This design comes from an exercise in tuning for small area, a short achievable clock period and few clock cycles on the open sky130 flow, not from production work.
Only simulation tests tie the RTL to the original design; equivalence was not proved.
Power is estimated from default activity; no workload was simulated.

==> trial 79 <==
// dci_serializer
module dci_serializer (
    input  wire        clk,
    input  wire        rst,         
    input  wire        cmd_valid,
    output wire        cmd_ready,
    input  wire [31:0] cmd_data,
    input  wire [3:0]  rd_idx,
    output reg  [31:0] rd_data,
    output reg         done
);
==> flow/config.mk <==
export PLATFORM = sky130hd
export DESIGN_NAME = dci_serializer
export DESIGN_NICKNAME = dci_serializer
export VERILOG_FILES = /design/flow/design.v
export SDC_FILE = /design/flow/constraint.sdc
export NUM_CORES = 4
export LEC_CHECK = 0
export CAP_MARGIN = 20
export CORE_MARGIN = 2
export CORE_UTILIZATION = 30
export PLACE_DENSITY = 0.45
export SLEW_MARGIN = 20
==> flow/constraint.sdc <==
create_clock -name core_clock -period 14.0 [get_ports {clk}]
set_input_delay 2.8000 -clock core_clock [delete_from_list [all_inputs] [get_ports {clk}]]
set_output_delay 2.8000 -clock core_clock [all_outputs]
set_load 0.01 [all_outputs]
standard.sh (not shown) runs the stock make flow with config.mk's settings and CLKGATE_MAP_FILE= SYNTH_SCRIPT=/design/flow/synth_recipe.tcl, a recipe that flattens the netlist after the stock synthesis.
==> flow/flow/run.sh <==
#!/bin/bash
# The standard layout, with repair_timing asked for 6.5 ns of setup slack
# (the clock, its period and the I/O constraints are the standard flow's, unchanged).
set -euo pipefail
bash standard.sh SETUP_SLACK_MARGIN=6.5 finish > make_finish.log 2>&1
==> build 33 (differences from trial 79) <==
--- a/flow/design.v
+++ b/flow/design.v
@@ -25,17 +25,20 @@
     reg  [4:0]   fw;
     reg  [1:0]   h;
     reg          hf;
     reg          sulp, sul;
     reg  [1:0]   smi;
+    reg  [6:0]   L;             
     reg          pb;            
     reg          pf;            
     reg  [3:0]   pcause, pfield;
     reg  [2:0]   b_op;
     reg          b_first;       
-    reg  [31:0]  R;             
-    reg  [7:0]   pos;           
+    reg          b_freq;        
+    reg  [31:0]  R;
+    reg  [6:0]   b_s;
+    reg  [7:0]   b_len;
     reg  [127:0] bank0, bank1;
     reg          acc_ptr, out_ptr;
     reg  [7:0]   acc_len, out_len;
     reg          acc_final, out_valid, fault;
     assign cmd_ready = ~halted;
@@ -190,23 +193,10 @@
             for (j = 0; j < 32; j = j + 1)
                 if (j >= w && x[j]) ge_pow = 1'b1;
         end
     endfunction
     wire [4:0] fw_free = fw - {3'd0, h};
-    reg  [16:0] trow [0:8];
-    integer     ti, tj;
-    always @* begin
-        for (ti = 0; ti < 9; ti = ti + 1) trow[ti] = 17'd0;
-        trow[0][0] = nrb[0];
-        for (ti = 1; ti < 9; ti = ti + 1)
-            trow[ti] = trow[ti] | ({16'd0, nrb[ti]} << (2 * ti - 1));
-        for (ti = 0; ti < 9; ti = ti + 1)
-            for (tj = ti + 1; tj < 9; tj = tj + 1)
-                trow[ti] = trow[ti] | ({16'd0, nrb[ti] & nrb[tj]} << (ti + tj));
-    end
-    wire [16:0] t_rb = trow[0] + trow[1] + trow[2] + trow[3] + trow[4] + trow[5] +
-                       trow[6] + trow[7] + trow[8] + {9'd0, nrb[8:1]};
     reg  [7:0] nat;
     always @* begin
         case (o)
             3'd0:    nat = 8'd20 + {3'd0, fw} + {7'd0, sulp};
             3'd1:    nat = 8'd15 + {3'd0, fw};
@@ -235,14 +225,13 @@
                     ck_fail  = 1'b1;
                     ck_cause = C_HOPCFG;
                 end
             end
             K_HOPOFF: ck_fail = ge_pow(v, {4'd0, h});
-            K_FREQ: begin
+            K_FREQ: begin    
                 ck_cause = C_FREQ;
-                ck_fail  = (v[31:16] != 16'd0) || ({1'b0, v[15:0]} >= t_rb) ||
-                           (hf && ge_pow(v, {1'b0, fw_free}));
+                ck_fail  = hf && ge_pow(v, {1'b0, fw_free});
             end
             K_SMI: begin
                 if (v > 32'd3) ck_fail = 1'b1;
                 else if (v == 32'd0) begin
                     ck_fail  = 1'b1;
@@ -311,30 +300,40 @@
     wire       final_fwd = (b_op == B_FINAL || b_op == B_COMMIT) ? 1'b1 :
                            (b_op == B_CLEAR) ? 1'b0 : acc_final;
     wire       w_big     = (v[31:6] != 26'd0) || (v[5] && v[4:0] != 5'd0);
     wire [8:0] app_end   = {1'b0, acc_len} + {3'd0, v[5:0]};
     wire [8:0] zer_end   = {1'b0, acc_len} + {1'b0, v[7:0]};
-    wire [7:0] pk_end = pos + {3'd0, ew};
+    wire [17:0] n_sq  = nrb * (nrb + 9'd1);
+    wire [16:0] t_rb  = n_sq[17:1];
+    wire        freq_fail = b_freq && ((R[31:16] != 16'd0) || ({1'b0, R[15:0]} >= t_rb));
+    wire [7:0] pk_end = {1'b0, L} + {3'd0, ew};
     always @(posedge clk) begin
         if (rst) begin
             halted <= 1'b0;
             in_cmd <= 1'b0;
             opc    <= 8'd0;
             k      <= 4'd0;
             pf     <= 1'b0;
             pcause <= 4'd0;
             pfield <= 4'd0;
             b_op   <= B_NONE;
+            b_freq <= 1'b0;
             b_first <= 1'b0;
         end else begin
             b_op    <= B_NONE;
+            b_freq  <= 1'b0;
             b_first <= 1'b0;
+            if (freq_fail && !pf) begin
+                pf     <= 1'b1;
+                pcause <= C_FREQ;
+                pfield <= k - 4'd1;
+            end
             if (accept) begin
                 if (!in_cmd) begin
                     opc  <= v[7:0];
                     k    <= 4'd1;
-                    pos  <= 8'd0;
+                    L    <= 7'd0;
                     pf   <= 1'b0;
                     hf   <= 1'b0;
                     sulp <= 1'b0;
                     pfield <= 4'd0;
                     if (v[31:8] != 24'd0) begin
@@ -356,11 +355,11 @@
                     endcase
                 end else if (!is_pack) begin
                     k <= k + 4'd1;
                     if (o == 3'd3) begin    
                         in_cmd <= 1'b0;
-                        pos    <= zer_end[7:0];
+                        b_len  <= zer_end[7:0];
                         if (acc_final) begin
                             pf <= 1'b1; pcause <= C_FINALIZED; pfield <= 4'd0;
                             b_op <= B_FAULT; halted <= 1'b1;
                         end else if (v[31:8] != 24'd0 || zer_end > 9'd128) begin
                             pf <= 1'b1; pcause <= C_OVERFLOW; pfield <= 4'd1;
@@ -369,11 +368,12 @@
                             b_op <= B_ZEROS;
                     end else if (k == 4'd1) begin    
                         R <= v;
                     end else begin                   
                         in_cmd <= 1'b0;
-                        pos    <= app_end[7:0];
+                        b_len  <= app_end[7:0];
+                        b_s    <= 7'd0 - app_end[6:0];
                         if (acc_final) begin
                             pf <= 1'b1; pcause <= C_FINALIZED; pfield <= 4'd0;
                             b_op <= B_FAULT; halted <= 1'b1;
                         end else if (w_big) begin
                             pf <= 1'b1; pcause <= C_APP_WIDTH; pfield <= 4'd2;
@@ -387,11 +387,11 @@
                         end else
                             b_op <= B_APPEND;
                     end
                 end else begin
                     k <= k + 4'd1;
-                    if (!pf && ck_fail) begin
+                    if (!pf && !freq_fail && ck_fail) begin
                         pf     <= 1'b1;
                         pcause <= ck_cause;
                         pfield <= k;
                     end
                     if (k == 4'd1) begin
@@ -405,35 +405,38 @@
                     if ((o == 3'd0 && k == 4'd3) || (o == 3'd1 && k == 4'd2))
                         hf <= v[0];
                     if (o == 3'd0 && k == 4'd12) sulp <= v[0];
                     if (o == 3'd0 && k == 4'd13) sul  <= v[0];
                     if (o == 3'd3 && k == 4'd2)  smi  <= v[1:0];
+                    b_freq <= (ck_kind == K_FREQ);
                     if (last) begin
                         in_cmd <= 1'b0;
-                        if (pf || ck_fail) begin
+                        if (pf || freq_fail || ck_fail) begin
                             b_op <= B_FAULT; halted <= 1'b1;
                         end else
                             b_op <= B_COMMIT;
                         if (o == 3'd7) begin    
-                            R   <= v;
-                            pos <= pk_end;
+                            R     <= v;
+                            b_len <= pk_end;
+                            b_s   <= 7'd0 - pk_end[6:0];
                         end else begin
-                            R   <= {31'd0, (o == 3'd0) & sulp & sul};
-                            pos <= v[7:0];
+                            R     <= {31'd0, (o == 3'd0) & sulp & sul};
+                            b_len <= v[7:0];
+                            b_s   <= 7'd0 - v[6:0];
                         end
                     end else begin
                         b_op    <= eskip ? B_NONE : B_FIELD;
                         b_first <= (k == 4'd1);
                         R       <= ev;
-                        pos     <= pk_end;
+                        L       <= pk_end[6:0];
+                        b_s     <= 7'd0 - pk_end[6:0];
                     end
                 end
             end
         end
     end
-    wire [6:0]   b_s = 7'd0 - pos[6:0];
-    wire [127:0] sh  = {96'd0, R} << b_s;
+    wire [127:0] sh = {96'd0, R} << b_s;
     reg  k0, k1, w0, w1;
     always @* begin
         k0 = 1'b1; k1 = 1'b1; w0 = 1'b0; w1 = 1'b0;
         if (rst) begin
             k0 = 1'b0; k1 = 1'b0;
@@ -465,22 +468,22 @@
                 B_CLEAR: begin
                     acc_ptr   <= ~out_ptr;
                     acc_len   <= 8'd0;
                     acc_final <= 1'b0;
                 end
-                B_ZEROS, B_APPEND: acc_len <= pos;
+                B_ZEROS, B_APPEND: acc_len <= b_len;
                 B_FINAL: begin
                     out_ptr   <= acc_ptr;
                     out_len   <= acc_len;
                     out_valid <= 1'b1;
                     acc_final <= 1'b1;
                 end
                 B_COMMIT: begin
                     acc_ptr   <= pb;
                     out_ptr   <= pb;
-                    acc_len   <= pos;
-                    out_len   <= pos;
+                    acc_len   <= b_len;
+                    out_len   <= b_len;
                     out_valid <= 1'b1;
                     acc_final <= 1'b1;
                 end
                 B_FAULT: begin
                     fault     <= 1'b1;
@@ -488,22 +491,25 @@
                 end
                 default: ;
             endcase
         end
     end
-    wire       rd_acc = (rd_idx[3:2] == 2'd1);
-    wire       rd_out = (rd_idx[3:2] == 2'd2);
-    wire       rd_b1  = (rd_acc & acc_ptr) | (rd_out & out_ptr);
-    wire       rd_b0  = (rd_acc & ~acc_ptr) | (rd_out & ~out_ptr);
-    wire [3:0] rd_w   = 4'b0001 << rd_idx[1:0];
-    wire [3:0] rd_s   = (rd_idx[3:2] == 2'd0) ? rd_w : 4'd0;
-    integer    rj;
+    wire [127:0] accv = acc_ptr ? bank1 : bank0;
+    wire [127:0] outv = out_ptr ? bank1 : bank0;
     always @* begin
-        rd_data = ({32{rd_s[0]}} & {29'd0, out_valid, acc_final, fault}) |
-                  ({32{rd_s[1] & fault}} & {12'd0, pfield, opc, 4'd0, pcause}) |
-                  ({32{rd_s[2]}} & {24'd0, acc_len}) |
-                  ({32{rd_s[3]}} & {24'd0, out_len});
-        for (rj = 0; rj < 4; rj = rj + 1)
-            rd_data = rd_data | ({32{rd_b0 & rd_w[rj]}} & bank0[127 - 32 * rj -: 32]) |
-                                ({32{rd_b1 & rd_w[rj]}} & bank1[127 - 32 * rj -: 32]);
+        case (rd_idx)
+            4'h0: rd_data = {29'd0, out_valid, acc_final, fault};
+            4'h1: rd_data = fault ? {12'd0, pfield, opc, 4'd0, pcause} : 32'd0;
+            4'h2: rd_data = {24'd0, acc_len};
+            4'h3: rd_data = {24'd0, out_len};
+            4'h4: rd_data = accv[127:96];
+            4'h5: rd_data = accv[95:64];
+            4'h6: rd_data = accv[63:32];
+            4'h7: rd_data = accv[31:0];
+            4'h8: rd_data = outv[127:96];
+            4'h9: rd_data = outv[95:64];
+            4'hA: rd_data = outv[63:32];
+            4'hB: rd_data = outv[31:0];
+            default: rd_data = 32'd0;
+        endcase
     end
 endmodule
==> flow/run.sh (new file) <==
#!/bin/bash
# synth_recipe.tcl (not shown) runs the flow's synth.tcl, then flattens the netlist and writes it again
# the make line also repeats each setting of config.mk as NAME=value (left out here)
make -C /OpenROAD-flow-scripts/flow DESIGN_CONFIG=/design/flow/config.mk WORK_HOME=/design/flow/orfs CLKGATE_MAP_FILE= SYNTH_SCRIPT=/design/flow/synth_recipe.tcl finish
removed: flow/flow/run.sh
removed: flow/standard.sh
==> run notes <==
quantity	build 33	trial 79
Die ar.	94,720 sq um	82,230 sq um
Power Sequential	1.24 mW	1.21 mW
Pre-CTS setup slack	4.990 ns	5.367 ns
Met2 routed wirelength	53.47 mm	46.45 mm
Vias in the first global route	25.80k	22.46k
Leak pwr	11.70 nW	10.79 nW
Synth Register Bits	411	396
Result of the run	complete, no violations	complete, no violations
Number of tap cells inserted	1,186	1,050
Met1 routing resource usage after global routing	0.3221	0.2881
Half-perimeter wire length after placement	81.29 mm	65.74 mm
Count of inverters not on the clock network in the layout	167	74
Met3 global-route usage	0.03104	0.03315
Reg2reg start	nrb[2]	nrb[3]
Global-route wire length before repair	171.9 mm	143.4 mm
Testbench counts of trial 79, summed over its fixed seeds: cycles 15,871.
Testbench counts of build 33, summed over its fixed seeds: cycles 15,871.

-- what the ideal ports hide --
Ports are ideal in the flow. The routed layouts listed here were re-timed in OpenROAD.
Step 1 sets driving cells, clkbuf_16 on the clock port and buf_2 on the other inputs (assumed; they add their load-dependent delay and slew).
Step 2, shift: input delay + t, output delay - t, t = (earliest + latest rising clock arrival at the registers) / 2. This alone moves slack from input paths to output paths.
Slacks: no drivers / after step 1 / after step 2; pairs: no drivers / after step 1.
| run | shift t [ns] | setup slack, ns | worst setup path at the end | worst register clock-pin slew, ns |
|---|---|---|---|---|
| trial 79 | 0.652 | 6.499 / 6.465 / 6.465 | input to output | 0.07 / 0.07 |
| build 33 | 0.663 | 4.888 / 4.857 / 4.857 | input to output | 0.07 / 0.07 |
After both steps setup and hold are still met in every run listed. For trial 79, which loses most, drivers alone change the setup slack by -0.034 ns; drivers and shift together by -0.034 ns.
